Background: an optimization exercise with open tools, aiming at small area, a short achievable clock period and few clock cycles per item. Do not read the settings as production practice. At most, simulation tests tie the RTL to the original design; equivalence was not proved. The RTL of runs 2 to 4 was laid out without a check of its function. Power and IR drop assume default switching activity.

===== standard.sh =====
#!/bin/bash
# synth_recipe.tcl (not shown) runs the flow's synth.tcl, then flattens the netlist and writes it again
# the make line also repeats each setting of config.mk as NAME=value (left out here)
make -C /OpenROAD-flow-scripts/flow DESIGN_CONFIG=/design/flow/config.mk WORK_HOME=/design/flow/orfs CLKGATE_MAP_FILE= SYNTH_SCRIPT=/design/flow/synth_recipe.tcl "${@:-finish}"

===== constraint.sdc =====
create_clock -name core_clock -period 10.0 [get_ports {clk}]
set_input_delay 2.0000 -clock core_clock [delete_from_list [all_inputs] [get_ports {clk}]]
set_output_delay 2.0000 -clock core_clock [all_outputs]
set_load 0.01 [all_outputs]

===== design.v =====
module rdm_responder (
    input  wire        clk,
    input  wire        rst,            
    input  wire [47:0] own_uid,        
    input  wire        rx_valid,
    input  wire [7:0]  rx_data,
    input  wire        rx_last,
    output reg         rx_ready,
    output reg         tx_valid,
    output reg  [7:0]  tx_data,
    output reg         tx_last,
    output reg         tx_break,
    input  wire        tx_ready,
    output reg         mute_line,
    output reg         mute_evt,
    output reg         identify_line,
    output reg         identify_evt
);
    function [5:0] inc6(input [5:0] a);
        inc6 = a ^ {&a[4:0], &a[3:0], &a[2:0], &a[1:0], a[0], 1'b1};
    endfunction
    function [5:0] dec6(input [5:0] a);
        dec6 = a ^ {~|a[4:0], ~|a[3:0], ~|a[2:0], ~|a[1:0], ~a[0], 1'b1};
    endfunction
    function [7:0] inc8(input [7:0] a);
        inc8 = a ^ {&a[6:0], &a[5:0], &a[4:0], &a[3:0], &a[2:0], &a[1:0], a[0], 1'b1};
    endfunction
    function cy8(input [7:0] a, input [7:0] b);
        reg [7:0] g, t;
        begin
            g = a & b;
            t = a | b;
            cy8 = g[7] | (t[7] & (g[6] | (t[6] & (g[5] | (t[5] & (g[4] |
                  (t[4] & (g[3] | (t[3] & (g[2] | (t[2] & (g[1] | (t[1] & g[0])))))))))))));
        end
    endfunction
    function ge8c(input [7:0] a, input [7:0] k);      
        integer i;
        reg r, e;
        begin
            r = 1'b0; e = 1'b1;
            for (i = 7; i >= 0; i = i - 1) begin
                if (!k[i]) r = r | (e & a[i]);
                e = e & ~(a[i] ^ k[i]);
            end
            ge8c = r | e;
        end
    endfunction
    function inr8(input [7:0] a, input [7:0] lo, input [7:0] hi);    
        inr8 = ge8c(a, lo) & ~ge8c(a, hi + 8'd1);
    endfunction
    localparam [2:0] PD_TWO = 3'd0, PD_SUPP = 3'd1, PD_DEVINFO = 3'd2,
                     PD_MODEL = 3'd3, PD_MFR = 3'd4, PD_SWVER = 3'd5,
                     PD_LABEL = 3'd6, PD_IDENT = 3'd7;
    reg  [4:0]  ph;
    reg         m_v, m_l, s_l;
    reg  [7:0]  m_d, s_d;
    wire        hs = rx_valid & ~s_full;
    reg  [7:0]  pos;           
    reg  [15:0] sum;           
    reg  [7:0]  ml;            
    reg         hok, uni, all_, vend, pdlok, cshf, cshok, bad;
    reg         pdl0, pdl1, pdl12, pdlle32, idnz;
    reg         lo_dec, lo_fail, hi_dec, hi_fail;
    reg  [7:0]  ob_rx;         
    reg  [4:0]  wd;            
    reg         fpos, rpos;    
    reg  [5:0]  lead;          
    reg         s_full;        
    reg  [7:0]  f_src0, f_src1, f_src2, f_src3, f_src4, f_src5;
    reg  [7:0]  f_tn, f_sd0, f_sd1, f_cc, f_pid0, f_pid1;
    reg         done_pend, s_uni;
    reg         q_kdub, q_dubrep, q_eff;
    reg         bank;                  
    reg  [5:0]  len0, len1;            
    reg  [4:0]  base0, base1;          
    reg  [255:0] ring0, ring1;
    reg         act;                   
    reg  [5:0]  idx;                   
    reg  [7:0]  tL;                    
    reg  [5:0]  tH;
    reg         tc;
    reg         hi_done;
    reg         r_std;                 
    reg         r_nack;
    reg  [2:0]  r_pd;
    reg  [1:0]  r_rc;                  
    reg  [5:0]  r_end;                 
    reg  [4:0]  dd;                    
    reg  [7:0]  ob_tx;                 
    reg         hb;                    
    reg         lpd;                   
    reg  [9:0]  o_cn;
    wire [7:0]  o_pd = ~o_cn[9:2];             
    reg         sb_v, sb_l, sb_b;
    reg         o_nv;                  
    reg  [7:0]  sb_d;
    wire [7:0]  b      = m_d;
    wire        b_eq_o = (b == ob_rx);
    wire        b_gt_o = (b > ob_rx);
    wire        b_ff   = (b == 8'hFF);
    wire        p_lo   = (pos[7:6] == 2'd0);         
    wire        ld;
    wire        lead_z   = (lead == 6'd0);
    wire        lead_p   = ~lead[5] & ~lead_z;
    wire        f_safe   = ~done_pend & (~hb | lead_p | (lead_z & ld));
    wire        inact_bank = ~bank;
    reg         w_al;                   
    reg         r_al;                   
    wire        go       = ~(fpos & ~f_safe) & ~(rpos & ~w_al);
    wire        c        = m_v & go;
    wire        mfree    = ~m_v | c;
    wire        ml_seen   = ge8c(pos, 8'd3);
    wire        at_cshi   = ml_seen & (pos == ml) & ~cshf;
    wire        frame_ok  = hok & pdlok & cshf & cshok & (sum[7:0] == b) & ~bad;
    wire        addressed = uni | all_ | vend;
    wire        new_done  = c & m_l & frame_ok & addressed;
    reg  [2:0]  rsel_n;
    always @* begin
        case (pos[5:0])
            6'd2, 6'd23, 6'd29: rsel_n = 3'd0;
            6'd3, 6'd24, 6'd30: rsel_n = 3'd1;
            6'd4, 6'd25, 6'd31: rsel_n = 3'd2;
            6'd5, 6'd26, 6'd32: rsel_n = 3'd3;
            6'd6, 6'd27, 6'd33: rsel_n = 3'd4;
            default:            rsel_n = 3'd5;
        endcase
    end
    reg  [7:0]  own_rx_n;
    always @* begin
        case (rsel_n)
            3'd0: own_rx_n = own_uid[47:40];
            3'd1: own_rx_n = own_uid[39:32];
            3'd2: own_rx_n = own_uid[31:24];
            3'd3: own_rx_n = own_uid[23:16];
            3'd4: own_rx_n = own_uid[15:8];
            default: own_rx_n = own_uid[7:0];
        endcase
    end
    wire        sd_nz   = |{f_sd0, f_sd1};
    wire        cc_disc = (f_cc == 8'h10);
    wire        cc_get  = (f_cc == 8'h20);
    wire        cc_set  = (f_cc == 8'h30);
    wire        pid_hi0 = (f_pid0 == 8'h00);
    wire        pid_dub   = pid_hi0 & (f_pid1 == 8'h01);
    wire        pid_mute  = pid_hi0 & (f_pid1 == 8'h02);
    wire        pid_unm   = pid_hi0 & (f_pid1 == 8'h03);
    wire        pid_supp  = pid_hi0 & (f_pid1 == 8'h50);
    wire        pid_dinf  = pid_hi0 & (f_pid1 == 8'h60);
    wire        pid_model = pid_hi0 & (f_pid1 == 8'h80);
    wire        pid_mfr   = pid_hi0 & (f_pid1 == 8'h81);
    wire        pid_label = pid_hi0 & (f_pid1 == 8'h82);
    wire        pid_swv   = pid_hi0 & (f_pid1 == 8'hC0);
    wire        pid_ident = (f_pid0 == 8'h10) & (f_pid1 == 8'h00);
    wire        cc_ok   = cc_disc | cc_get | cc_set;
    wire        key_ok  = ~sd_nz & cc_ok;
    wire        k_dub   = key_ok & cc_disc & pid_dub;
    wire        k_mute  = key_ok & cc_disc & (pid_mute | pid_unm);
    wire        k_get   = key_ok & cc_get & (pid_supp | pid_dinf | pid_model | pid_mfr |
                                             pid_label | pid_swv | pid_ident);
    wire        k_slab  = key_ok & cc_set & pid_label;
    wire        k_sid   = key_ok & cc_set & pid_ident;
    wire        e_mute  = k_mute & pdl0;
    wire        e_ident = k_sid & pdl1;
    wire        e_label = k_slab & pdlle32;
    wire        dub_rep = k_dub & ~mute_line & pdl12 & ~lo_fail & ~hi_fail;
    reg         d_nack;
    reg  [2:0]  d_pd;
    reg  [1:0]  d_rc;
    reg  [5:0]  d_end;
    wire [5:0]  len_act = bank ? len1 : len0;
    always @* begin
        d_nack = 1'b1; d_pd = PD_TWO; d_rc = 2'd0; d_end = 6'd26;
        if (sd_nz)            d_rc = 2'd3;              
        else if (!cc_ok)      d_rc = 2'd2;              
        else if (k_mute) begin
            if (pdl0) d_nack = 1'b0;                    
            else      d_rc = 2'd1;
        end else if (k_get) begin
            if (!pdl0) d_rc = 2'd1;
            else begin
                d_nack = 1'b0;
                if (pid_supp)       begin d_pd = PD_SUPP;    d_end = 6'd30; end
                else if (pid_dinf)  begin d_pd = PD_DEVINFO; d_end = 6'd43; end
                else if (pid_model) begin d_pd = PD_MODEL;   d_end = 6'd31; end
                else if (pid_mfr)   begin d_pd = PD_MFR;     d_end = 6'd27; end
                else if (pid_label) begin d_pd = PD_LABEL;   d_end = len_act; end
                else if (pid_swv)   begin d_pd = PD_SWVER;   d_end = 6'd26; end
                else                begin d_pd = PD_IDENT;   d_end = 6'd25; end
            end
        end else if (k_slab) begin
            if (pdlle32) begin d_nack = 1'b0; d_end = 6'd24; end
            else d_rc = 2'd1;
        end else if (k_sid) begin
            if (pdl1) begin d_nack = 1'b0; d_end = 6'd24; end
            else d_rc = 2'd1;
        end
    end
    wire        std_rep = s_uni & ~q_kdub;
    wire        rep     = q_dubrep | std_rep;
    wire        quiet   = ~rep & ~q_eff;
    wire        disp    = done_pend & (quiet | (~act & (~rep | ~sb_v)));
    wire        start   = disp & rep;
    reg  [2:0]  tsel_n;
    always @* begin
        if (r_std) begin
            case (idx[3:0])
                4'd8:  tsel_n = 3'd0;
                4'd9:  tsel_n = 3'd1;
                4'd10: tsel_n = 3'd2;
                4'd11: tsel_n = 3'd3;
                4'd12: tsel_n = 3'd4;
                default: tsel_n = 3'd5;
            endcase
        end else begin
            case (idx[4:0])
                5'd7, 5'd8:   tsel_n = 3'd0;
                5'd9, 5'd10:  tsel_n = 3'd1;
                5'd11, 5'd12: tsel_n = 3'd2;
                5'd13, 5'd14: tsel_n = 3'd3;
                5'd15, 5'd16: tsel_n = 3'd4;
                default:      tsel_n = 3'd5;
            endcase
        end
    end
    reg  [7:0]  own_tx_n;
    always @* begin
        case (tsel_n)
            3'd0: own_tx_n = own_uid[47:40];
            3'd1: own_tx_n = own_uid[39:32];
            3'd2: own_tx_n = own_uid[31:24];
            3'd3: own_tx_n = own_uid[23:16];
            3'd4: own_tx_n = own_uid[15:8];
            default: own_tx_n = own_uid[7:0];
        endcase
    end
    wire [7:0]  tap31   = bank ? ring1[255:248] : ring0[255:248];
    wire [7:0]  tap15   = bank ? ring1[127:120] : ring0[127:120];
    wire [7:0]  lab_b   = dd[4] ? tap15 : tap31;
    reg  [7:0]  pd_b;
    always @* begin
        pd_b = 8'h00;
        case (r_pd)
            PD_TWO:   pd_b = idx[0] ? {4'd0, r_rc[1] & r_rc[0], r_rc[1] & ~r_rc[0], 1'b0, |r_rc} : 8'h00;
            PD_SUPP:  case (idx[2:0])
                          3'd1: pd_b = 8'h80;     
                          3'd3: pd_b = 8'h81;     
                          3'd5: pd_b = 8'h82;     
                          default: pd_b = 8'h00;
                      endcase
            PD_DEVINFO: case (idx[5:0])
                          6'd24, 6'd27, 6'd28, 6'd33, 6'd36, 6'd37: pd_b = 8'h01;
                          6'd38, 6'd39: pd_b = 8'hFF;
                          default: pd_b = 8'h00;
                      endcase
            PD_MODEL: case (idx[2:0])             
                          3'd0: pd_b = 8'h4A;
                          3'd1: pd_b = 8'h61;
                          3'd2: pd_b = 8'h20;
                          3'd3: pd_b = 8'h52;
                          3'd4: pd_b = 8'h75;
                          3'd5: pd_b = 8'h6C;
                          default: pd_b = 8'h65;
                      endcase
            PD_MFR:   case (idx[1:0])             
                          2'd0: pd_b = 8'h4F;
                          2'd1: pd_b = 8'h4C;
                          default: pd_b = 8'h50;
                      endcase
            PD_SWVER: pd_b = idx[0] ? 8'h31 : 8'h76;
            PD_LABEL: pd_b = lab_b;
            default:  pd_b = {7'd0, identify_line};
        endcase
    end
    wire        add_p  = r_std ? ~hi_done : inr8({2'b00, idx}, 8'd9, 8'd20);
    wire [8:0]  lsum   = {1'b0, tL} + {1'b0, o_pd};
    wire [5:0]  tHc    = tc ? inc6(tH) : tH;
    wire [5:0]  tHc1   = tc ? inc6(inc6(tH)) : inc6(tH);
    wire [5:0]  t_hi   = (add_p & cy8(tL, o_pd)) ? tHc1 : tHc;
    wire        at_end = (idx == r_end);
    reg  [7:0]  nb;
    always @* begin
        nb = 8'h00;
        if (r_std) begin
            if (hi_done)
                nb = tL;
            else if (at_end)
                nb = {2'b00, t_hi};
            else if (ge8c({2'b00, idx}, 8'd24))
                nb = pd_b;
            else case (idx[4:0])
                5'd0:  nb = 8'hCC;
                5'd1:  nb = 8'h01;
                5'd2:  nb = {2'b00, r_end};
                5'd3:  nb = f_src0;
                5'd4:  nb = f_src1;
                5'd5:  nb = f_src2;
                5'd6:  nb = f_src3;
                5'd7:  nb = f_src4;
                5'd8:  nb = f_src5;
                5'd9, 5'd10, 5'd11, 5'd12, 5'd13, 5'd14: nb = ob_tx;
                5'd15: nb = f_tn;
                5'd16: nb = {6'd0, r_nack, 1'b0};
                5'd17: nb = 8'h00;
                5'd18: nb = f_sd0;
                5'd19: nb = f_sd1;
                5'd20: nb = inc8(f_cc);
                5'd21: nb = f_pid0;
                5'd22: nb = f_pid1;
                default: nb = {2'b00, r_end[5:3] - 3'd3, r_end[2:0]};
            endcase
        end else begin
            if (~ge8c({2'b00, idx}, 8'd7))
                nb = 8'hFE;
            else if (idx == 6'd7)
                nb = 8'hAA;
            else if (~ge8c({2'b00, idx}, 8'd20))
                nb = ob_tx | (idx[0] ? 8'h55 : 8'hAA);
            else if (~ge8c({2'b00, idx}, 8'd22))
                nb = {2'b00, t_hi} | (idx[0] ? 8'h55 : 8'hAA);
            else
                nb = tL | (idx[0] ? 8'h55 : 8'hAA);
        end
    end
    wire        nb_last = r_std ? hi_done : (idx == 6'd23);
    wire        avail   = ~lpd | r_al;
    assign      ld      = act & avail & ~sb_v;
    wire        put  = ld | start;
    wire [7:0]  pb   = start ? (std_rep ? 8'hCC : 8'hFE) : nb;
    wire        pl   = ~start & nb_last;
    wire        pbrk = start ? std_rep : r_std;
    wire        o_free = o_nv | tx_ready;
    wire        o_load = o_free & (sb_v | put);
    wire [9:0]  o_new  = sb_v ? {sb_d, sb_l, sb_b} : {pb, pl, pbrk};
    wire [4:0]  base_ac = bank ? base1 : base0;
    wire [4:0]  dd_s    = ph - base_ac + 5'd24;
    wire        wr_ring = c & inr8(pos, 8'd24, 8'd55);
    wire [5:0]  pos6    = pos[5:0];
    wire [5:0]  lead_s0 = inc6(inc6(~pos6));        
    wire [5:0]  lead_s1 = inc6(~pos6);              
    wire [5:0]  idx_i   = inc6(idx);
    wire [5:0]  lead_i  = inc6(lead);
    wire [5:0]  lead_d  = dec6(lead);
    always @(posedge clk) begin
        ring0 <= {ring0[247:0], (wr_ring & ~inact_bank) ? b : ring0[255:248]};
        ring1 <= {ring1[247:0], (wr_ring &  inact_bank) ? b : ring1[255:248]};
        if (mfree)
            {m_d, m_l} <= s_full ? {s_d, s_l} : {rx_data, rx_last};
        if (~s_full)
            {s_d, s_l} <= {rx_data, rx_last};
        if (~sb_v)
            {sb_d, sb_l, sb_b} <= {pb, pl, pbrk};
        q_kdub   <= k_dub;
        q_dubrep <= dub_rep;
        q_eff    <= e_ident | e_label;
        if (c) begin
            ob_rx <= own_rx_n;
            if (pos == 8'd2) ml <= b;
            if (pos == 8'd9)  f_src0 <= b;
            if (pos == 8'd10) f_src1 <= b;
            if (pos == 8'd11) f_src2 <= b;
            if (pos == 8'd12) f_src3 <= b;
            if (pos == 8'd13) f_src4 <= b;
            if (pos == 8'd14) f_src5 <= b;
            if (pos == 8'd15) f_tn   <= b;
            if (pos == 8'd18) f_sd0  <= b;
            if (pos == 8'd19) f_sd1  <= b;
            if (pos == 8'd20) f_cc   <= b;
            if (pos == 8'd21) f_pid0 <= b;
            if (pos == 8'd22) f_pid1 <= b;
            if (pos == 8'd23) begin
                pdl0    <= (b == 8'd0);
                pdl1    <= (b == 8'd1);
                pdl12   <= (b == 8'd12);
                pdlle32 <= ~ge8c(b, 8'd33);
            end
            if (pos == 8'd24) begin
                idnz <= |b;
                if (inact_bank) base1 <= ph;
                else            base0 <= ph;
            end
            if (inr8(pos, 8'd24, 8'd29)) begin
                if (pos6 == 6'd24 || !lo_dec) begin
                    lo_dec  <= ~b_eq_o;
                    lo_fail <= b_gt_o;
                end
            end
            if (inr8(pos, 8'd30, 8'd35)) begin
                if (pos6 == 6'd30 || !hi_dec) begin
                    hi_dec  <= ~b_eq_o;
                    hi_fail <= ~b_gt_o & ~b_eq_o;
                end
            end
            if (pos == 8'd0) begin
                hok   <= (b == 8'hCC);
                uni   <= 1'b1;
                all_  <= 1'b1;
                vend  <= 1'b1;
                pdlok <= 1'b0;
                cshf  <= 1'b0;
                bad   <= 1'b0;
                sum   <= {8'd0, b};
            end else begin
                if (pos == 8'd1 && b != 8'h01) hok <= 1'b0;
                if (inr8(pos, 8'd3, 8'd8)) begin
                    if (!b_eq_o) uni <= 1'b0;
                    if (!b_ff)   all_ <= 1'b0;
                    if (~ge8c(pos, 8'd5) ? !b_eq_o : !b_ff) vend <= 1'b0;
                end
                if (pos == 8'd23)
                    pdlok <= ({1'b0, b} + 9'd24 == {1'b0, ml});
                if (cshf) begin
                    if (!m_l) bad <= 1'b1;
                end else if (at_cshi) begin
                    cshf  <= 1'b1;
                    cshok <= (sum[15:8] == b);
                end else
                    sum <= sum + {8'd0, b};
            end
        end
        if (c && pos == 8'd24) begin
            wd   <= 5'd0;
            w_al <= 1'b1;
        end else if (!c) begin
            wd   <= wd + 5'd1;
            w_al <= (wd == 5'd31);
        end
        if (start) begin
            idx     <= 6'd1;
            hi_done <= 1'b0;
            lpd     <= 1'b0;
            r_std   <= std_rep;
            r_nack  <= d_nack;
            r_pd    <= d_pd;
            r_rc    <= d_rc;
            r_end   <= d_end;
            tL      <= 8'h00;
            tH      <= 6'd0;
            tc      <= 1'b0;
            dd      <= dd_s;
            r_al    <= (dd_s[3:0] == 4'd0);
        end else begin
            if (ld) begin
                idx     <= idx_i;
                hi_done <= r_std & at_end;
                if (idx == 6'd23) lpd <= r_std & (r_pd == PD_LABEL) & (r_end != 6'd24);
                else if (idx_i == r_end) lpd <= 1'b0;
                if (add_p) begin
                    tL <= lsum[7:0];
                    tH <= tHc;
                    tc <= lsum[8];
                end
            end else
            begin
                dd   <= dd + 5'd1;
                r_al <= (dd[3:0] == 4'd15);
            end
        end
        if (ld) ob_tx <= own_tx_n;
        if (start)
            lead <= c ? (m_l ? 6'd1 : lead_s1) : lead_s0;
        else if (c & m_l)
            lead <= ld ? idx_i : idx;
        else if (ld & ~c)
            lead <= lead_i;
        else if (c & ~ld)
            lead <= lead_d;
        if (o_load) begin
            {tx_data, tx_last, tx_break} <= o_new;
            o_cn <= ~o_new;
        end else
            {tx_data, tx_last, tx_break} <= ~o_cn;
    end
    reg         rst_q;
    wire        rr = rst | rst_q;
    always @(posedge clk) begin
        rst_q <= rst;
        if (rst) begin
            rx_ready <= 1'b0;
        end else if (rst_q) begin
            rx_ready <= 1'b1;
        end else if (mfree)
            rx_ready <= 1'b1;
        else if (hs)
            rx_ready <= 1'b0;
        if (rr) begin
            tx_valid      <= 1'b0;
            mute_line     <= 1'b0;
            mute_evt      <= 1'b0;
            identify_line <= 1'b0;
            identify_evt  <= 1'b0;
        end else begin
            if (o_free)
                tx_valid <= sb_v | put;
            mute_evt     <= disp & e_mute;
            identify_evt <= disp & e_ident;
            if (disp & e_mute)
                mute_line <= ~f_pid1[0];            
            if (disp & e_ident)
                identify_line <= idnz;
        end
        if (rst_q) begin
            ph            <= 5'd0;
            m_v           <= 1'b0;
            s_full        <= 1'b0;
            pos           <= 8'd0;
            fpos          <= 1'b0;
            rpos          <= 1'b0;
            done_pend     <= 1'b0;
            bank          <= 1'b0;
            len0          <= 6'd24;
            len1          <= 6'd24;
            act           <= 1'b0;
            hb            <= 1'b0;
            sb_v          <= 1'b0;
            o_nv          <= 1'b1;
        end else begin
            ph <= ph + 5'd1;
            if (mfree) begin
                m_v    <= s_full | hs;
                s_full <= 1'b0;
            end else if (hs)
                s_full <= 1'b1;
            if (c) begin
                if (m_l) pos <= 8'd0;
                else if (pos != 8'hFF) pos <= inc8(pos);
                fpos <= ~m_l & inr8(pos, 8'd8, 8'd21);
                rpos <= ~m_l & inr8(pos, 8'd24, 8'd54);
                if (pos == 8'd23) begin
                    if (inact_bank) len1 <= ml[5:0];
                    else            len0 <= ml[5:0];
                end
            end
            if (new_done) begin
                done_pend <= 1'b1;
                s_uni     <= uni;
            end else if (disp)
                done_pend <= 1'b0;
            if (disp & e_label)
                bank <= ~bank;
            if (start) begin
                act <= 1'b1;
                hb  <= std_rep;
            end else if (ld) begin
                if (nb_last) act <= 1'b0;
                if (idx == 6'd22) hb <= 1'b0;
            end
            if (o_free) begin
                o_nv <= ~(sb_v | put);
                sb_v <= 1'b0;
            end else if (put)
                sb_v <= 1'b1;
        end
    end
endmodule

===== config.mk =====
export PLATFORM = sky130hd
export DESIGN_NAME = rdm_responder
export DESIGN_NICKNAME = rdm_responder
export VERILOG_FILES = /design/flow/design.v
export SDC_FILE = /design/flow/constraint.sdc
export NUM_CORES = 4
export LEC_CHECK = 0
export CAP_MARGIN = 20
export CORE_MARGIN = 2
export CORE_UTILIZATION = 70
export CTS_CLUSTER_DIAMETER = 70
export CTS_CLUSTER_SIZE = 26
export PLACE_DENSITY = 0.85
export SLEW_MARGIN = 20

===== flow/run.sh =====
#!/bin/bash
# Standard layout (the standard.sh, unchanged), with timing repair asked
# for SETUP_SLACK_MARGIN ns of extra setup slack at the design's own clock,
# the port buffers made with the plain buf_1 cell, and no dummy loads in CTS.
set -euo pipefail
cd "$(dirname "$0")/.."
export SETUP_SLACK_MARGIN=6.95
export BUFFER_PORTS_ARGS="-buffer_cell sky130_fd_sc_hd__buf_1"
export CTS_ARGS="-sink_clustering_enable -repair_clock_nets -sink_clustering_size 26 -sink_clustering_max_diameter 70 -dont_use_dummy_load"
bash standard.sh finish > flow_make.log 2>&1

==> results by group, run 1 <==
Outcome
  – Outcome: finished clean

STA
  – Tcrit/Tclk final: 30.94%
  – Rel. slew slack: 28.00%
  – Fmax achieved: 323.2 MHz
  – Clock Skew: ~99 ps
  – Hold Fails Final Rpt: 0
  – TNS Setup: 0 ps
  – Least-Margin Pin Slew: 1079 ps
  – Final setup fails: 0
  – Period minus WS final: 3094 ps
  – Unrepaired setup endpoints after global routing: yes
  – Slew Viols, Final: 0
  – Fin Hold WS: 290.4 ps

Setup path
  – Crit-path max FO: 1
  – CP top delay family: flip-flops
  – Critical path class: flip-flop to output pin
  – CP Launch Type: flip-flop
  – Worst EP required: 8000 ps
  – CP peak stage delay: 380 ps
  – Worst Path Buf+Inv: 1
  – Cell Chain, Critical Path: buf_6
  – Critical Path AT: 1090 ps
  – Crit. End Element: output pin
  – Slowest cell on crit path: dfxtp_2

Pwr
  – PwrDens: 168.4 nW/µm²
  – Leak: between 0.01 and 0.015 µW
  – Power, Total: 5336 µW
  – VDD IR max: 0.1978 mV

Route
  – Via/cell ratio: around 6.4
  – Initial DRC count: 2631
  – DRC viols: 0
  – Post-route ant nets: 0
  – Wirelength per Cell: between 20 and 25 µm
  – Iteration count of the initial detailed-routing pass: 7
  – Routed vias: 19440
  – Routed wire length: 73.56 mm

Clocking
  – CTS tree: done
  – Cts bufs inserted: 40
  – Post-CTS Hold Fix Bufs: 0
  – H-tree depth: 2
  – Later-pin clock latency in the skew report: 610 ps
  – Clk buf depth: 3
  – CTS root buf: clkbuf_16
  – Clock transition at path regs: 100 ps
  – CTS sink count: 829

Logic synthesis
  – Top FF cell, synth: dfxtp_1
  – Syn_nets: 2565
  – Ys Warns: 1
  – Syn Inst Count: 2415
  – Synth Cell Area: slightly below 30000 µm²
  – Register area share after synthesis: 64.51%
  – Asr flop ratio synth: 0%
  – Cell variety after synth: 107
  – FF+latch count, synth: between 800 and 900
  – Post-synth EDFFs: 226
  – Avg Synthesized Cell Area: around 12 µm²

Floorplan
  – Row count: 74
  – Die Y: 208.4 µm
  – Die Wd: 208.4 µm
  – Initial Utilization: 71.27%
  – Ports: 77
  – Core area: slightly above 40000 µm²
  – Total die area: 43410 µm²

Layout
  – Nets: 2632
  – Fill count: 2505
  – Fraction of layout cells with a size suffix above 1: a little under an eighth
  – Area grow syn2layout: 8.354%
  – Register Area: 18900 µm²
  – Most common cell after layout, fill and taps aside: dfxtp_1
  – Most frequent cells in the layout: 583 x dfxtp_1, 226 x edfxtp_1, 193 x nand2_1
  – Area taken by multi-input logic gates: 9907 µm²

Run
  – Max-cap violations: 0

GRT
  – Global Route Usage Sum: 33.44%
  – Number of global-route vias before repair: 19290
  – GR Overflow Total: 0
  – First-pass GRT wire length: 111.4 mm
  – Largest net degree at the start of global routing: 52
  – Initial antenna violation count: 1

Placement
  – DP Wirelength: 49.08 mm
  – Port buffer count: 76
  – Final Wtd Congestion: 1.042

Hold path
  – Worst Hold Class: flip-flop to flip-flop
==> worst register-to-register path, cell delays in order, from the launching register on <==
cell and delay (ps):
dfxtp_4 370, inv_1 220, ha_4 280, nor4b_1 640
a22oi_1 200, nand3_1 180, a2111o_1 220, o21ai_4 90
nor2b_1 240, a2bb2oi_4 230, o31ai_1 100
==> kinds of logic (layout without fill, tap and decap cells) <==
logic type | count (synthesis) | count (layout) | share of synthesized area, %
other | 0 | 2 | 0
buffers and inverters | 201 | 265 | 2.846
AO/OA/AOI/OAI | 482 | 482 | 11.36
AND/OR/NAND/NOR | 629 | 630 | 10.83
multiplexers | 97 | 97 | 3.937
flip-flops | 829 | 829 | 64.51
XOR/XNOR | 88 | 88 | 2.636
adder cells (fa/ha/maj) | 89 | 89 | 3.886
==> metal layers <==
metal  share of wire, %  track usage [%]  up-vias
met4                5.0            15.48        0
met2                 47            55.29     1078
met3                8.4            4.875      224
met1                 39            43.94     9358
li1                   -                -     8777
met5                  0                0        -
==> area by class of cell <==
cell class	instances	share of cell area, %
diodes	2	0.01580
clock buffers	40	3.160
inverters	91	1.138
multi-input cells	1386	31.28
flip-flops and latches	829	59.66
well taps	532	2.101
repair buffers	133	2.635
repair inverters	1	0.01580
==> worst paths after layout <==
check | start | endpoint | slack [ps] | cells after the start
setup / recovery | identify_evt | identify_evt | 6910 | 1
hold / removal | ring0[131] | ring0[139] | 290 | 0
setup reg to reg | idx[0] | o_cn[3] | 6960 | 10
hold reg to reg | ring0[131] | ring0[139] | 290 | 0
==> synth_stat cells, types with 46 or more instances <==
cell / number / share of area [%]
dfxtp_1: 603 / 41
edfxtp_1: 226 / 23
nand2_1: 194 / 2.5
nor2_1: 127 / 1.6
a21oi_1: 103 / 1.8
o21ai_0: 97 / 1.7
ha_1: 86 / 3.7
inv_1: 83 / 1.1
clkbuf_1: 62 / 0.80
nand3_1: 61 / 1.0
xnor2_1: 51 / 1.5
nor3_1: 47 / 0.80
mux2i_1: 46 / 1.6
==> flip-flops by register name, summed over array words and instances, names as in the netlist, 10 cells and up, named ones only <==
name   flops
ring1    256
o_cn      10
sum       16
ring0    256
==> power breakdown <==
part           total, µW  leakage [µW]  switching, µW  internal (µW)
clock               1690      0.000493            976            718
sequential          3480       0.00696           18.2           3460
combinational        163       0.00440            101           62.1
==> timing repair <==
item,4_1_cts,5_1_grt
gates resized for setup,85,55
cloned,2,1
pin swaps,6,18
setup buffers,15,19
setup endpoints to repair,245,89
hold endpoints to repair,0,0
==> per-stage QoR <==
stage | worst slack [ps] | instances | area (µm²) | util [%]
after floorplan | 7079 | 2415 | 29240 | -
after detailed placement | 5799 | 2935 | 29880 | 72.84
after global routing | 6836 | 3012 | 31670 | 77.22
after global placement | 5866 | 2935 | 29870 | 72.83
final | 6906 | 3014 | 31680 | 77.23
after CTS | 6904 | 2992 | 31310 | 76.33
Testbench counts, summed over its fixed seeds: cycles 39,462, requests 1,280.
==> run 2: changes to the inputs <==
--- a/design.v
+++ b/design.v
@@ -235,8 +235,18 @@
         endcase
     end
     wire [7:0]  tap31   = bank ? ring1[255:248] : ring0[255:248];
+    wire [7:0]  tap23   = bank ? ring1[191:184] : ring0[191:184];
     wire [7:0]  tap15   = bank ? ring1[127:120] : ring0[127:120];
-    wire [7:0]  lab_b   = dd[4] ? tap15 : tap31;
+    wire [7:0]  tap7    = bank ? ring1[63:56]   : ring0[63:56];
+    reg  [7:0]  lab_b;
+    always @* begin
+        case (dd[4:3])
+            2'd0: lab_b = tap31;
+            2'd1: lab_b = tap7;
+            2'd2: lab_b = tap15;
+            default: lab_b = tap23;
+        endcase
+    end
     reg  [7:0]  pd_b;
     always @* begin
         pd_b = 8'h00;
@@ -438,7 +448,7 @@
             tH      <= 6'd0;
             tc      <= 1'b0;
             dd      <= dd_s;
-            r_al    <= (dd_s[3:0] == 4'd0);
+            r_al    <= (dd_s[2:0] == 3'd0);
         end else begin
             if (ld) begin
                 idx     <= idx_i;
@@ -453,7 +463,7 @@
             end else
             begin
                 dd   <= dd + 5'd1;
-                r_al <= (dd[3:0] == 4'd15);
+                r_al <= (dd[2:0] == 3'd7);
             end
         end
         if (ld) ob_tx <= own_tx_n;
==> flow/run.sh (replaced) <==
#!/bin/bash
# Standard layout (the standard.sh, unchanged), with timing repair asked
# for SETUP_SLACK_MARGIN ns of extra setup slack at the design's own clock,
# and the port buffers made with the plain buf_1 cell.
set -euo pipefail
cd "$(dirname "$0")/.."
export SETUP_SLACK_MARGIN=7.0
export BUFFER_PORTS_ARGS="-buffer_cell sky130_fd_sc_hd__buf_1"
bash standard.sh finish > flow_make.log 2>&1
--- a/config.mk
+++ b/config.mk
@@ -8,7 +8,7 @@
 export CAP_MARGIN = 20
 export CORE_MARGIN = 2
 export CORE_UTILIZATION = 70
-export CTS_CLUSTER_DIAMETER = 70
-export CTS_CLUSTER_SIZE = 26
+export CTS_CLUSTER_DIAMETER = 80
+export CTS_CLUSTER_SIZE = 30
 export PLACE_DENSITY = 0.85
 export SLEW_MARGIN = 20
==> results by group, run 2 <==
Outcome
  – Outcome: finished clean

Logic synthesis
  – Syn Inst Count: 2423 (+0.33%)
  – Post-synth EDFFs: 226 (unchanged)
  – Synth Cell Area: 29390 µm² (+0.52%)
  – Top FF cell, synth: dfxtp_1
  – Asr flop ratio synth: 0% (unchanged)
  – Cell variety after synth: 100 (-6.5%)
  – Synth cell count leaders: 603 x dfxtp_1, 226 x edfxtp_1, 176 x nor2_1, 158 x nand2_1, 108 x a21oi_1
  – Most common cell in the netlist: dfxtp_1
  – Post-synth top area share: 41.08% (-0.21 points)
  – Register area share after synthesis: 64.17% (-0.33 points)
  – Syn_nets: 2574 (+0.35%)
  – Area leader, netlist: dfxtp_1
  – Ys Warns: 1 (unchanged)
  – FF+latch count, synth: 829 (unchanged)
  – Avg Synthesized Cell Area: 12.13 µm² (+0.19%)
  – Top post-synthesis cells by area: dfxtp_1 41%, edfxtp_1 23%, ha_1 3.7%

Placement
  – Final Wtd Congestion: 0.9965 (-4.4%)
  – DP Wirelength: 49.22 mm (+0.28%)
  – Pre-CTS setup slack: 6114 ps (+315.5 ps)
  – Port buffer count: 76 (unchanged)
  – Dpl cell area: 30030 µm² (+0.52%)

STA
  – Slew Viols, Final: 0 (unchanged)
  – TNS Setup: 0 ps (unchanged)
  – Rel. slew slack: 37.04% (+9.0 points)
  – Clock Skew: 22.44 ps (-76.80 ps)
  – Unrepaired setup endpoints after global routing: yes
  – Tcrit/Tclk final: 31.52% (+0.58 points)
  – Least-Margin Pin Slew: 940.9 ps (-137.6 ps)
  – Hold Fails Final Rpt: 0 (unchanged)
  – Final worst slack: 6848 ps (-58.20 ps)
  – Period minus WS final: 3152 ps (+58.20 ps)
  – Fmax achieved: 317.2 MHz (-1.8%)
  – Final setup fails: 0 (unchanged)

Setup path
  – Crit-path max FO: 2 (+1)
  – Worst Path Buf+Inv: 1 (unchanged)
  – Crit. End Element: output pin
  – Critical Path Stages: 1 (unchanged)
  – Critical Path AT: 1150 ps (+60 ps)
  – Reg-to-Reg Start: idx[4]
  – Worst EP required: 8000 ps (about the same)
  – Cell Chain, Critical Path: buf_6
  – Worst Setup SP: identify_line
  – FF-to-FF setup slack: 7010 ps (+50 ps)
  – Slowest cell on crit path: dfxtp_4
  – CP endpoint: identify_line
  – FF-to-FF End: o_cn[3]
  – CP peak stage delay: 430 ps (+50 ps)
  – CP Launch Type: flip-flop
  – Critical path class: flip-flop to output pin
  – CP top delay family: flip-flops
  – R2R cell count: 9 (-1)

Pwr
  – Sw Ratio: 22.06% (+1.5 points)
  – Leak: 0.01197 µW (+1.0%)
  – P_int: 4296 µW (+1.3%)
  – Sw Pwr: 1216 µW (+11%)
  – Power, Total: 5512 µW (+3.3%)
  – Part of the power in the clock network: 32.9% (+1.2 points)
  – Reg power frac: 63.2% (-2.0 points)
  – PwrDens: 171.0 nW/µm² (+1.5%)
  – VDD IR max: 0.1686 mV (-15%)
  – Share of power burned in combinational logic: 3.9% (+0.8 points)

Floorplan
  – Ports: 77 (unchanged)
  – Row count: 75 (+1.4%)
  – Die Y: 208.9 µm (+0.25%)
  – Die Wd: 208.9 µm (+0.25%)
  – Total die area: 43640 µm² (+0.51%)
  – Initial Utilization: 70.53% (-0.75 points)
  – Core area: 41670 µm² (+1.6%)

Layout
  – Register Area: 18910 µm² (about the same)
  – Area grow syn2layout: 9.665%
  – Most common cell after layout, fill and taps aside: dfxtp_1
  – Fill count: 2583 (+3.1%)
  – Area taken by multi-input logic gates: 10030 µm² (+1.3%)
  – Most frequent cells in the layout: 577 x dfxtp_1, 226 x edfxtp_1, 174 x nor2_1
  – N_diodes: 0 (-2)
  – Top Registers: ring0: 256 flops, ring1: 256 flops, sum: 16 flops
  – Layout Utilization: 77.35% (+0.12 points)
  – Nets: 2650 (+0.68%)
  – Fraction of layout cells with a size suffix above 1: 13.18% (+1.6 points)
  – Post-route cell area: 32230 µm² (+1.7%)

Clocking
  – Later-pin clock latency in the skew report: 600 ps (about the same)
  – CTS sink count: 829 (unchanged)
  – Clk buf depth: 3 (unchanged)
  – Clock transition at path regs: 110 ps (about the same)
  – H-tree depth: 2 (unchanged)
  – Post-CTS Hold Fix Bufs: 0 (unchanged)
  – CTS root buf: clkbuf_16
  – CTS tree: done
  – Cts bufs inserted: 37 (-7.5%)

Route
  – Post-route ant nets: 0 (unchanged)
  – Routed wire length: 74.25 mm (+0.95%)
  – Wirelength per Cell: 24.28 µm (-0.50%)
  – Met2 wire length: 34.55 mm (-0.92%)
  – Via/cell ratio: 6.441 (-0.12%)
  – Top Layer Used: met5
  – Iteration count of the initial detailed-routing pass: 5 (-2)
  – DRC viols: 0 (unchanged)
  – Initial DRC count: 2648 (+0.65%)
  – Met1 wire length: 29.90 mm (+3.9%)
  – Met3 routed WL: 6.680 mm (+7.5%)
  – Routed vias: 19700 (+1.3%)

Run
  – Max-cap violations: 0 (unchanged)

GRT
  – First-pass GRT wire length: 111.2 mm (-0.17%)
  – GR Overflow Total: 0 (unchanged)
  – Global Route Usage Sum: 33.31% (-0.12 points)
  – Largest net degree at the start of global routing: 53 (+1.9%)
  – Number of global-route vias before repair: 19040 (-1.3%)
  – Initial antenna violation count: 2 (+1)

Hold path
  – Worst Hold Class: flip-flop to flip-flop
  – Hold_sp: ring0[162]
## run 2: layout make-up
cell class	instances	area share, %
tap	539	2.093
multi-input combinational	1381	31.13
clock inverter	10	0.4737
timing repair inverter	2	0.03106
inverter	101	1.215
timing repair buffer	147	3.269
sequential	829	58.68
clock buffer	49	3.110
## run 2: worst min-delay path by stage
| stage | to | slack (ps) | depth (start not counted) |
|---|---|---|---|
| finish | ring0[170] | 320 | 0 |
| detailed placement | ring0[126] | 310 | 0 |
| global route | ring1[50] | 300 | 0 |
| floorplan | ring0[100] | 310 | 0 |
| global placement | ring0[57] | 310 | 0 |
| CTS | ring1[50] | 320 | 0 |
## run 2: cells by family after synthesis
group | share of synthesized area, %
compound gates | 10.56
simple gates | 10.83
flops | 64.17
xor+xnor | 2.563
mux | 4.914
fa+ha+maj | 3.909
buf+inv | 3.049
## run 2: routing by layer
layer / vias up / track usage [%]
li1: 8854 / -
met1: 9523 / 46.33
met2: 1099 / 53.46
met3: 218 / 5.440
met4: 4 / 12.22
met5: - / 0
## run 2: timing repair
item	CTS	global route
endpoints found under the setup margin	192	164
buffers inserted	22	21
endpoints found under the hold margin	0	0
gates cloned	2	2
pin swaps	10	19
gates resized for setup	102	70
## run 2: per-stage QoR
| step | instances | hold slack, ps |
|---|---|---|
| after global placement | 2952 | 310.0 |
| after floorplan | 2423 | 309.6 |
| after CTS | 3035 | 319.1 |
| after global routing | 3058 | 295.9 |
| final | 3058 | 321.2 |
| after detailed placement | 2952 | 312.1 |
## run 2: power by group through the flow
| stage | sequential, µW | clock [µW] | combinational, µW |
|---|---|---|---|
| 2_1_floorplan | 3560 | 0 | 134 |
| 3_3_place_gp | 3560 | 0 | 187 |
| 3_5_place_dp | 3560 | 0 | 200 |
| 4_1_cts | 3480 | 1830 | 209 |
| 5_1_grt | 3490 | 1930 | 235 |
| 6_report | 3480 | 1810 | 215 |
==> run 3: changes to the inputs <==
==> flow/run.sh (replaced) <==
#!/bin/bash
# Standard layout (the standard.sh, unchanged), with timing repair asked
# for SETUP_SLACK_MARGIN ns of extra setup slack at the design's own clock,
# the port buffers made with the plain buf_1 cell, and no dummy loads in CTS.
set -euo pipefail
cd "$(dirname "$0")/.."
export SETUP_SLACK_MARGIN=6.95
export BUFFER_PORTS_ARGS="-buffer_cell sky130_fd_sc_hd__buf_1"
export CTS_ARGS="-sink_clustering_enable -repair_clock_nets -sink_clustering_size 30 -sink_clustering_max_diameter 80 -dont_use_dummy_load"
bash standard.sh finish > flow_make.log 2>&1
==> results by group, run 3 <==
STA
  – Unrepaired setup endpoints after global routing: yes
  – Fin Hold WS: 240.8 ps (-80.33 ps)
  – Slew Viols, Final: 0 (unchanged)
  – TNS Setup: 0 ps (unchanged)
  – Rel. slew slack: 27.86% (-9.2 points)
  – Least-Margin Pin Slew: 1076 ps (+135.4 ps)
  – Hold Fails Final Rpt: 0 (unchanged)
  – Clock Skew: 84.84 ps (+62.41 ps)
  – Tcrit/Tclk final: 31.41% (-0.11 points)
  – Final setup fails: 0 (unchanged)
  – Period minus WS final: 3141 ps (-11.02 ps)
  – Fmax achieved: 318.3 MHz (+0.35%)

Layout
  – Fraction of layout cells with a size suffix above 1: 13.37% (+0.19 points)
  – Most common cell after layout, fill and taps aside: dfxtp_1
  – N_diodes: 0 (unchanged)
  – Area taken by multi-input logic gates: 10100 µm² (+0.70%)
  – Nets: 2666 (+0.60%)
  – Area grow syn2layout: 9.355%
  – Top Registers: ring0: 256 flops, ring1: 256 flops, sum: 16 flops
  – Register Area: 18910 µm² (about the same)
  – Fill count: 2567 (-0.62%)
  – Most frequent cells in the layout: 579 x dfxtp_1, 226 x edfxtp_1, 175 x nor2_1

GRT
  – Number of global-route vias before repair: 19060 (+0.15%)
  – M2 GR Usage: 55.22% (+1.8 points)
  – Global Route Usage Sum: 33.70% (+0.39 points)
  – Largest net degree at the start of global routing: 47 (-11%)
  – M1 GR Usage: 45.79% (-0.55 points)
  – Met3 Use GR: 6.026% (+0.59 points)
  – GR Overflow Total: 0 (unchanged)
  – First-pass GRT wire length: 112.0 mm (+0.68%)
  – Most Crowded Layer GR: met2
  – Initial antenna violation count: 1 (-1)

Floorplan
  – Ports: 77 (unchanged)
  – Total die area: 43640 µm² (unchanged)
  – Die Wd: 208.9 µm (unchanged)
  – Initial Utilization: 70.53% (unchanged)
  – Die Y: 208.9 µm (unchanged)
  – Row count: 75 (unchanged)
  – Core area: 41670 µm² (unchanged)

Logic synthesis
  – Synth Cell Area: 29390 µm² (unchanged)
  – Syn Inst Count: 2423 (unchanged)
  – Ys Warns: 1 (unchanged)
  – Area leader, netlist: dfxtp_1
  – Top post-synthesis cells by area: dfxtp_1 41%, edfxtp_1 23%, ha_1 3.7%
  – Register area share after synthesis: 64.17% (unchanged)
  – Synth cell count leaders: 603 x dfxtp_1, 226 x edfxtp_1, 176 x nor2_1, 158 x nand2_1, 108 x a21oi_1
  – Avg Synthesized Cell Area: 12.13 µm² (unchanged)
  – FF+latch count, synth: 829 (unchanged)
  – Most common cell in the netlist: dfxtp_1
  – Top FF cell, synth: dfxtp_1
  – Post-synth top area share: 41.08% (unchanged)
  – Cell variety after synth: 100 (unchanged)
  – Syn_nets: 2574 (unchanged)
  – Post-synth EDFFs: 226 (unchanged)
  – Asr flop ratio synth: 0% (unchanged)

Placement
  – Final Wtd Congestion: 1.006 (+0.97%)
  – Port buffer count: 76 (unchanged)
  – DP Wirelength: 49.22 mm (about the same)

Setup path
  – Worst Path Buf+Inv: 1 (unchanged)
  – CP Launch Type: flip-flop
  – Critical path class: flip-flop to output pin
  – CP peak stage delay: 440 ps (about the same)
  – CP top delay family: flip-flops
  – R2R cell count: 6 (-3)
  – Cell Chain, Critical Path: buf_6
  – Critical Path Stages: 1 (unchanged)
  – Worst EP required: 8000 ps (about the same)
  – Crit. End Element: output pin
  – Critical Path AT: 1140 ps (about the same)
  – Crit-path max FO: 2 (unchanged)
  – Slowest cell on crit path: dfxtp_4

Route
  – Initial DRC count: 2843 (+7.4%)
  – DRC viols: 0 (unchanged)
  – Via/cell ratio: 6.431 (-0.16%)
  – Wirelength per Cell: 24.67 µm (+1.6%)
  – Routed vias: 19630 (-0.36%)
  – Post-route ant nets: 0 (unchanged)
  – Iteration count of the initial detailed-routing pass: 7 (+2)
  – Routed wire length: 75.31 mm (+1.4%)

Clocking
  – H-tree depth: 2 (unchanged)
  – CTS root buf: clkbuf_16
  – Cts bufs inserted: 37 (unchanged)
  – Clk buf depth: 3 (unchanged)
  – CTS sink count: 829 (unchanged)
  – Post-CTS Hold Fix Bufs: 0 (unchanged)
  – Later-pin clock latency in the skew report: 580 ps (-20 ps)
  – Clock transition at path regs: 110 ps (about the same)
  – CTS tree: done

Pwr
  – Power, Total: 5330 µW (-3.3%)
  – Leak: 0.01192 µW (-0.46%)
  – PwrDens: 165.9 nW/µm² (-3.0%)
  – VDD IR max: 0.2001 mV (+19%)

Hold path
  – Worst hold stages: 0 (unchanged)
  – Worst Hold Class: flip-flop to flip-flop

Outcome
  – Outcome: finished clean

Run
  – Max-cap violations: 0 (unchanged)
==> run 3: cell counts after synthesis <==
No cell type changed its count.
==> run 3: cell families (layout without fill, tap and decap cells) <==
logic type               count (synthesis)  after routing  synth area share (%)
AND/OR/NAND/NOR                        636            636                 10.83
XOR/XNOR                                86             86                 2.563
buffers and inverters                  213            303                 3.049
AO/OA/AOI/OAI                          453            453                 10.56
flip-flops                             829            829                 64.17
multiplexers                           116            116                 4.914
adder cells (fa/ha/maj)                 90             90                 3.909
==> run 3: final timing paths <==
check,start,to,slack (ps)
min,ring1[106],ring1[114],240
min reg2reg,ring1[106],ring1[114],240
max reg2reg,f_pid1[0],r_pd[2],6930
max,identify_line,identify_line,6860
==> run 3: metrics by stage <==
| stage | utilization [%] | area, µm² | setup slack, ps | std cells |
|---|---|---|---|---|
| 2_1_floorplan | - | 29390 | 6979 | 2423 |
| 3_3_place_gp | 72.07 | 30030 | 6220 | 2951 |
| 3_5_place_dp | 72.07 | 30030 | 6136 | 2951 |
| 4_1_cts | 75.43 | 31430 | 6874 | 3007 |
| 5_1_grt | 77.13 | 32130 | 6836 | 3052 |
| 6_report | 77.13 | 32130 | 6859 | 3052 |
==> run 3: layout make-up <==
class,count,share of cell area (%)
sequential,829,58.86
inverter,101,1.265
timing repair buffer,162,3.419
clock buffer,37,2.881
multi-input combinational,1381,31.43
tap,539,2.099
timing repair inverter,3,0.04672
==> run 3: power by group <==
group | leakage [µW] | switching, µW | total [µW] | internal, µW
sequential | 0.00697 | 20.8 | 3480 | 3460
clock | 0.000456 | 961 | 1630 | 668
combinational | 0.00449 | 134 | 217 | 82.9
total | 0.0119 | 1120 | 5330 | 4210
==> run 3: what timing repair did <==
action	4_1_cts	5_1_grt
resized for setup	94	79
gates cloned	1	3
pin swaps	8	17
setup endpoints to repair	196	90
endpoints found under the hold margin	0	0
setup buffers	18	42
==> run 3: layer usage <==
metal / routed length (µm) / vias to the layer above
met5: 0 / -
met3: 6807 / 231
met4: 2854 / 0
met1: 30010 / 9417
met2: 35630 / 1138
li1: - / 8842
==> run 4: changes to the inputs <==
--- a/design.v
+++ b/design.v
@@ -87,11 +87,8 @@
     reg  [1:0]  r_rc;                  
     reg  [5:0]  r_end;                 
     reg  [4:0]  dd;                    
-    reg  [7:0]  ob_tx;                 
     reg         hb;                    
     reg         lpd;                   
-    reg  [9:0]  o_cn;
-    wire [7:0]  o_pd = ~o_cn[9:2];             
     reg         sb_v, sb_l, sb_b;
     reg         o_nv;                  
     reg  [7:0]  sb_d;
@@ -201,52 +198,42 @@
     wire        quiet   = ~rep & ~q_eff;
     wire        disp    = done_pend & (quiet | (~act & (~rep | ~sb_v)));
     wire        start   = disp & rep;
-    reg  [2:0]  tsel_n;
+    reg  [2:0]  tsel;
     always @* begin
         if (r_std) begin
             case (idx[3:0])
-                4'd8:  tsel_n = 3'd0;
-                4'd9:  tsel_n = 3'd1;
-                4'd10: tsel_n = 3'd2;
-                4'd11: tsel_n = 3'd3;
-                4'd12: tsel_n = 3'd4;
-                default: tsel_n = 3'd5;
+                4'd9:  tsel = 3'd0;
+                4'd10: tsel = 3'd1;
+                4'd11: tsel = 3'd2;
+                4'd12: tsel = 3'd3;
+                4'd13: tsel = 3'd4;
+                default: tsel = 3'd5;
             endcase
         end else begin
             case (idx[4:0])
-                5'd7, 5'd8:   tsel_n = 3'd0;
-                5'd9, 5'd10:  tsel_n = 3'd1;
-                5'd11, 5'd12: tsel_n = 3'd2;
-                5'd13, 5'd14: tsel_n = 3'd3;
-                5'd15, 5'd16: tsel_n = 3'd4;
-                default:      tsel_n = 3'd5;
+                5'd8, 5'd9:   tsel = 3'd0;
+                5'd10, 5'd11: tsel = 3'd1;
+                5'd12, 5'd13: tsel = 3'd2;
+                5'd14, 5'd15: tsel = 3'd3;
+                5'd16, 5'd17: tsel = 3'd4;
+                default:      tsel = 3'd5;
             endcase
         end
     end
-    reg  [7:0]  own_tx_n;
+    reg  [7:0]  own_tx;
     always @* begin
-        case (tsel_n)
-            3'd0: own_tx_n = own_uid[47:40];
-            3'd1: own_tx_n = own_uid[39:32];
-            3'd2: own_tx_n = own_uid[31:24];
-            3'd3: own_tx_n = own_uid[23:16];
-            3'd4: own_tx_n = own_uid[15:8];
-            default: own_tx_n = own_uid[7:0];
+        case (tsel)
+            3'd0: own_tx = own_uid[47:40];
+            3'd1: own_tx = own_uid[39:32];
+            3'd2: own_tx = own_uid[31:24];
+            3'd3: own_tx = own_uid[23:16];
+            3'd4: own_tx = own_uid[15:8];
+            default: own_tx = own_uid[7:0];
         endcase
     end
     wire [7:0]  tap31   = bank ? ring1[255:248] : ring0[255:248];
-    wire [7:0]  tap23   = bank ? ring1[191:184] : ring0[191:184];
     wire [7:0]  tap15   = bank ? ring1[127:120] : ring0[127:120];
-    wire [7:0]  tap7    = bank ? ring1[63:56]   : ring0[63:56];
-    reg  [7:0]  lab_b;
-    always @* begin
-        case (dd[4:3])
-            2'd0: lab_b = tap31;
-            2'd1: lab_b = tap7;
-            2'd2: lab_b = tap15;
-            default: lab_b = tap23;
-        endcase
-    end
+    wire [7:0]  lab_b   = dd[4] ? tap15 : tap31;
     reg  [7:0]  pd_b;
     always @* begin
         pd_b = 8'h00;
@@ -283,10 +270,10 @@
         endcase
     end
     wire        add_p  = r_std ? ~hi_done : inr8({2'b00, idx}, 8'd9, 8'd20);
-    wire [8:0]  lsum   = {1'b0, tL} + {1'b0, o_pd};
+    wire [8:0]  lsum   = {1'b0, tL} + {1'b0, tx_data};
     wire [5:0]  tHc    = tc ? inc6(tH) : tH;
     wire [5:0]  tHc1   = tc ? inc6(inc6(tH)) : inc6(tH);
-    wire [5:0]  t_hi   = (add_p & cy8(tL, o_pd)) ? tHc1 : tHc;
+    wire [5:0]  t_hi   = (add_p & cy8(tL, tx_data)) ? tHc1 : tHc;
     wire        at_end = (idx == r_end);
     reg  [7:0]  nb;
     always @* begin
@@ -308,7 +295,7 @@
                 5'd6:  nb = f_src3;
                 5'd7:  nb = f_src4;
                 5'd8:  nb = f_src5;
-                5'd9, 5'd10, 5'd11, 5'd12, 5'd13, 5'd14: nb = ob_tx;
+                5'd9, 5'd10, 5'd11, 5'd12, 5'd13, 5'd14: nb = own_tx;
                 5'd15: nb = f_tn;
                 5'd16: nb = {6'd0, r_nack, 1'b0};
                 5'd17: nb = 8'h00;
@@ -325,7 +312,7 @@
             else if (idx == 6'd7)
                 nb = 8'hAA;
             else if (~ge8c({2'b00, idx}, 8'd20))
-                nb = ob_tx | (idx[0] ? 8'h55 : 8'hAA);
+                nb = own_tx | (idx[0] ? 8'h55 : 8'hAA);
             else if (~ge8c({2'b00, idx}, 8'd22))
                 nb = {2'b00, t_hi} | (idx[0] ? 8'h55 : 8'hAA);
             else
@@ -340,8 +327,6 @@
     wire        pl   = ~start & nb_last;
     wire        pbrk = start ? std_rep : r_std;
     wire        o_free = o_nv | tx_ready;
-    wire        o_load = o_free & (sb_v | put);
-    wire [9:0]  o_new  = sb_v ? {sb_d, sb_l, sb_b} : {pb, pl, pbrk};
     wire [4:0]  base_ac = bank ? base1 : base0;
     wire [4:0]  dd_s    = ph - base_ac + 5'd24;
     wire        wr_ring = c & inr8(pos, 8'd24, 8'd55);
@@ -448,7 +433,7 @@
             tH      <= 6'd0;
             tc      <= 1'b0;
             dd      <= dd_s;
-            r_al    <= (dd_s[2:0] == 3'd0);
+            r_al    <= (dd_s[3:0] == 4'd0);
         end else begin
             if (ld) begin
                 idx     <= idx_i;
@@ -463,10 +448,9 @@
             end else
             begin
                 dd   <= dd + 5'd1;
-                r_al <= (dd[2:0] == 3'd7);
+                r_al <= (dd[3:0] == 4'd15);
             end
         end
-        if (ld) ob_tx <= own_tx_n;
         if (start)
             lead <= c ? (m_l ? 6'd1 : lead_s1) : lead_s0;
         else if (c & m_l)
@@ -475,11 +459,10 @@
             lead <= lead_i;
         else if (c & ~ld)
             lead <= lead_d;
-        if (o_load) begin
-            {tx_data, tx_last, tx_break} <= o_new;
-            o_cn <= ~o_new;
-        end else
-            {tx_data, tx_last, tx_break} <= ~o_cn;
+        if (o_free) begin
+            if (sb_v) {tx_data, tx_last, tx_break} <= {sb_d, sb_l, sb_b};
+            else if (put) {tx_data, tx_last, tx_break} <= {pb, pl, pbrk};
+        end
     end
     reg         rst_q;
     wire        rr = rst | rst_q;
==> flow/run.sh (replaced) <==
#!/bin/bash
# Standard layout (the standard.sh, unchanged), with timing repair asked
# for SETUP_SLACK_MARGIN ns of extra setup slack at the design's own clock,
# and the port buffers made with the plain buf_1 cell.
set -euo pipefail
cd "$(dirname "$0")/.."
export SETUP_SLACK_MARGIN=7.0
export BUFFER_PORTS_ARGS="-buffer_cell sky130_fd_sc_hd__buf_1"
bash standard.sh finish > flow_make.log 2>&1
--- a/config.mk
+++ b/config.mk
@@ -7,8 +7,8 @@
 export LEC_CHECK = 0
 export CAP_MARGIN = 20
 export CORE_MARGIN = 2
-export CORE_UTILIZATION = 70
+export CORE_UTILIZATION = 60
 export CTS_CLUSTER_DIAMETER = 80
 export CTS_CLUSTER_SIZE = 30
-export PLACE_DENSITY = 0.85
+export PLACE_DENSITY = 0.75
 export SLEW_MARGIN = 20
==> results by group, run 4 <==
Outcome
  – Outcome: finished clean

Clocking
  – CTS sink count: 811 (-2.2%)
  – H-tree depth: 2 (unchanged)
  – Post-CTS Hold Fix Bufs: 0 (unchanged)
  – Clk buf depth: 3 (unchanged)
  – CTS root buf: clkbuf_16
  – CTS tree: done
  – Later-pin clock latency in the skew report: 610 ps (+30 ps)
  – Clock transition at path regs: 110 ps (about the same)
  – Cts bufs inserted: 38 (+2.7%)

Placement
  – Dpl cell area: 29510 µm² (-1.7%)
  – Final Wtd Congestion: 0.9545 (-5.1%)
  – Port buffer count: 76 (unchanged)
  – DP Wirelength: 47.39 mm (-3.7%)
  – Pre-CTS setup slack: 5720 ps (-415.7 ps)

Pwr
  – Leak: 0.01224 µW (+2.7%)
  – VDD IR max: 0.2152 mV (+7.5%)
  – PwrDens: 165.1 nW/µm² (-0.46%)

STA
  – Fmax achieved: 308.5 MHz (-3.1%)
  – Hold Fails Final Rpt: 0 (unchanged)
  – Tcrit/Tclk final: 32.41% (+1.0 points)
  – Rel. slew slack: 31.75% (+3.9 points)
  – Final setup fails: 0 (unchanged)
  – Fin Hold WS: 317.2 ps (+76.39 ps)
  – Clock Skew: 25.48 ps (-59.36 ps)
  – Least-Margin Pin Slew: 1020 ps (-56.27 ps)
  – TNS Setup: 0 ps (unchanged)
  – Unrepaired setup endpoints after global routing: yes
  – Slew Viols, Final: 0 (unchanged)
  – Final worst slack: 6759 ps (-99.82 ps)
  – Period minus WS final: 3241 ps (+99.82 ps)

Route
  – Via/cell ratio: 6.086 (-5.4%)
  – DRC viols: 0 (unchanged)
  – Post-route ant nets: 0 (unchanged)
  – Wirelength per Cell: 23.13 µm (-6.3%)
  – Initial DRC count: 1871 (-34%)
  – Routed vias: 19010 (-3.2%)
  – Routed wire length: 72.23 mm (-4.1%)
  – Iteration count of the initial detailed-routing pass: 6 (-1)

Logic synthesis
  – Most common cell in the netlist: dfxtp_1
  – Syn Inst Count: 2352 (-2.9%)
  – Cell variety after synth: 102 (+2.0%)
  – Top post-synthesis cells by area: dfxtp_1 41%, edfxtp_1 23%, ha_1 3.5%
  – FF+latch count, synth: 811 (-2.2%)
  – Synth Cell Area: 28630 µm² (-2.6%)
  – Register area share after synthesis: 64.33% (+0.16 points)
  – Avg Synthesized Cell Area: 12.17 µm² (+0.37%)
  – Top FF cell, synth: dfxtp_1
  – Asr flop ratio synth: 0% (unchanged)
  – Ys Warns: 1 (unchanged)
  – Area leader, netlist: dfxtp_1
  – Post-synth top area share: 41.46% (+0.39 points)
  – Synth cell count leaders: 593 x dfxtp_1, 218 x edfxtp_1, 154 x nand2_1, 143 x nor2_1, 124 x a21oi_1
  – Syn_nets: 2497 (-3.0%)
  – Post-synth EDFFs: 218 (-3.5%)

Setup path
  – Reg-to-Reg Start: tL[6]
  – CP peak stage delay: 470 ps (+30 ps)
  – Critical Path AT: 1240 ps (+100 ps)
  – Crit. End Element: output pin
  – Worst EP required: 8000 ps (about the same)
  – R2R cell count: 10 (+4)
  – Critical path class: flip-flop to output pin
  – Slowest cell on crit path: edfxtp_1
  – FF-to-FF End: tx_data[4]
  – CP Launch Type: flip-flop
  – Cell Chain, Critical Path: clkbuf_2
  – Crit-path max FO: 2 (unchanged)
  – Worst Path Buf+Inv: 1 (unchanged)
  – FF-to-FF setup slack: 6770 ps (-160 ps)
  – CP top delay family: flip-flops

Layout
  – Most common cell after layout, fill and taps aside: dfxtp_1
  – Layout Utilization: 69.16% (-8.0 points)
  – Area grow syn2layout: 14.61%
  – Most frequent cells in the layout: 574 x dfxtp_1, 218 x edfxtp_1, 149 x nand2_1
  – N_diodes: 0 (unchanged)
  – Fraction of layout cells with a size suffix above 1: 16.95% (+3.6 points)
  – Post-route cell area: 32810 µm² (+2.1%)
  – Nets: 2632 (-1.3%)
  – Top Registers: ring0: 256 flops, ring1: 256 flops, sum: 16 flops

Floorplan
  – Die Wd: 222.4 µm (+6.5%)
  – Total die area: 49480 µm² (+13%)
  – Initial Utilization: 60.34% (-10 points)
  – Core area: 47450 µm² (+14%)
  – Die Y: 222.4 µm (+6.5%)
  – Row count: 80 (+6.7%)
  – Ports: 77 (unchanged)

Hold path
  – WHS Endpoint: ring1[124]
  – Worst Hold Class: flip-flop to flip-flop
  – Worst hold stages: 0 (unchanged)
  – Hold_sp: ring1[116]

Run
  – Max-cap violations: 0 (unchanged)

GRT
  – Global Route Usage Sum: 28.89% (-4.8 points)
  – Number of global-route vias before repair: 18570 (-2.6%)
  – GR Overflow Total: 0 (unchanged)
  – Largest net degree at the start of global routing: 67 (+43%)
  – Initial antenna violation count: 0 (-1)
  – First-pass GRT wire length: 110.1 mm (-1.7%)
-- run 4: layer usage --
layer  track usage (%)  wire length, µm  vias to the layer above
li1                  -                -                     8714
met1             40.36            30670                     9206
met2             46.12            32810                      936
met3             4.827             6088                      152
met4             9.829             2658                        0
met5                 0                0                        -
-- run 4: repair_timing --
action / in CTS / in global routing
buffers inserted: 70 / 20
pin swaps: 55 / 43
endpoints found under the setup margin: 148 / 87
resized for setup: 167 / 94
cloned: 6 / 2
-- run 4: layout make-up --
type	instances	area [µm²]
sequential	811	18460
fill	3441	14630
multi-input combinational	1347	10270
timing repair buffer	201	1719
clock buffer	47	1006
tap	615	769.5
inverter	88	374.1
clock inverter	14	210.2
-- run 4: cells by family after synthesis --
| logic type | after synthesis | share of synthesized area (%) |
|---|---|---|
| flip-flops | 811 | 64.33 |
| AND/OR/NAND/NOR | 598 | 10.61 |
| AO/OA/AOI/OAI | 470 | 11.18 |
| buffers and inverters | 194 | 2.701 |
| multiplexers | 108 | 4.768 |
| XOR/XNOR | 87 | 2.661 |
| adder cells (fa/ha/maj) | 84 | 3.750 |
-- run 4: report_power, final --
group	total (µW)	internal [µW]	leakage [µW]	switching (µW)
Combinational	190	80.1	0.00485	110
Clock	1820	761	0.000576	1060
Sequential	3410	3390	0.00681	24.7
-- run 4: through the flow --
step	power, µW	cells
after detailed placement	3650	2964
after global routing	5577	3123
after floorplan	3588	2352
after CTS	5436	3101
final	5418	3123
after global placement	3641	2964
-- run 4: worst max-delay path by stage --
stage,from,end,slack [ps],cells after the start
final,tx_data[3],tx_data[3],6760,1
after floorplan,own_uid[20],sb_d[4],6540,5
after CTS,tx_data[3],tx_data[3],6750,1
after detailed placement,idx[0],tx_data[2],5720,10
after global placement,idx[0],tx_data[2],5900,10
after global routing,tx_data[0],tx_data[4],6700,12

-- separate check: timing with driven ports --
No port has a modelled driver above. Below, the same layouts with a new extraction and two added sets of constraints. Step 1: set_driving_cell puts a clkbuf_16 on clk and a buf_2 on each other input, an assumption about the parent block. Step 2 moves the port delays by t, midway between the first and last clock arrival at a register: inputs arrive t later, outputs are due t later. That takes back most of the time a late clock gives input paths. Three values: no drivers, after step 1, after step 2; two values: the first two.
| run | t (ns) | setup WS [ns] | latest minus earliest clock arrival (ns) |
|---|---|---|---|
| run 1 | 0.618 | 6.906 / 6.846 / 6.568 | 0.103 / 0.104 |
| run 2 | 0.647 | 6.848 / 6.792 / 6.663 | 0.025 / 0.024 |
| run 3 | 0.600 | 6.859 / 6.805 / 6.594 | 0.096 / 0.096 |
| run 4 | 0.651 | 6.759 / 6.699 / 6.205 | 0.027 / 0.027 |
After both steps every run listed still meets setup and hold. For run 4, which loses most, drivers alone change the setup slack by -0.060 ns; drivers and shift together by -0.554 ns.
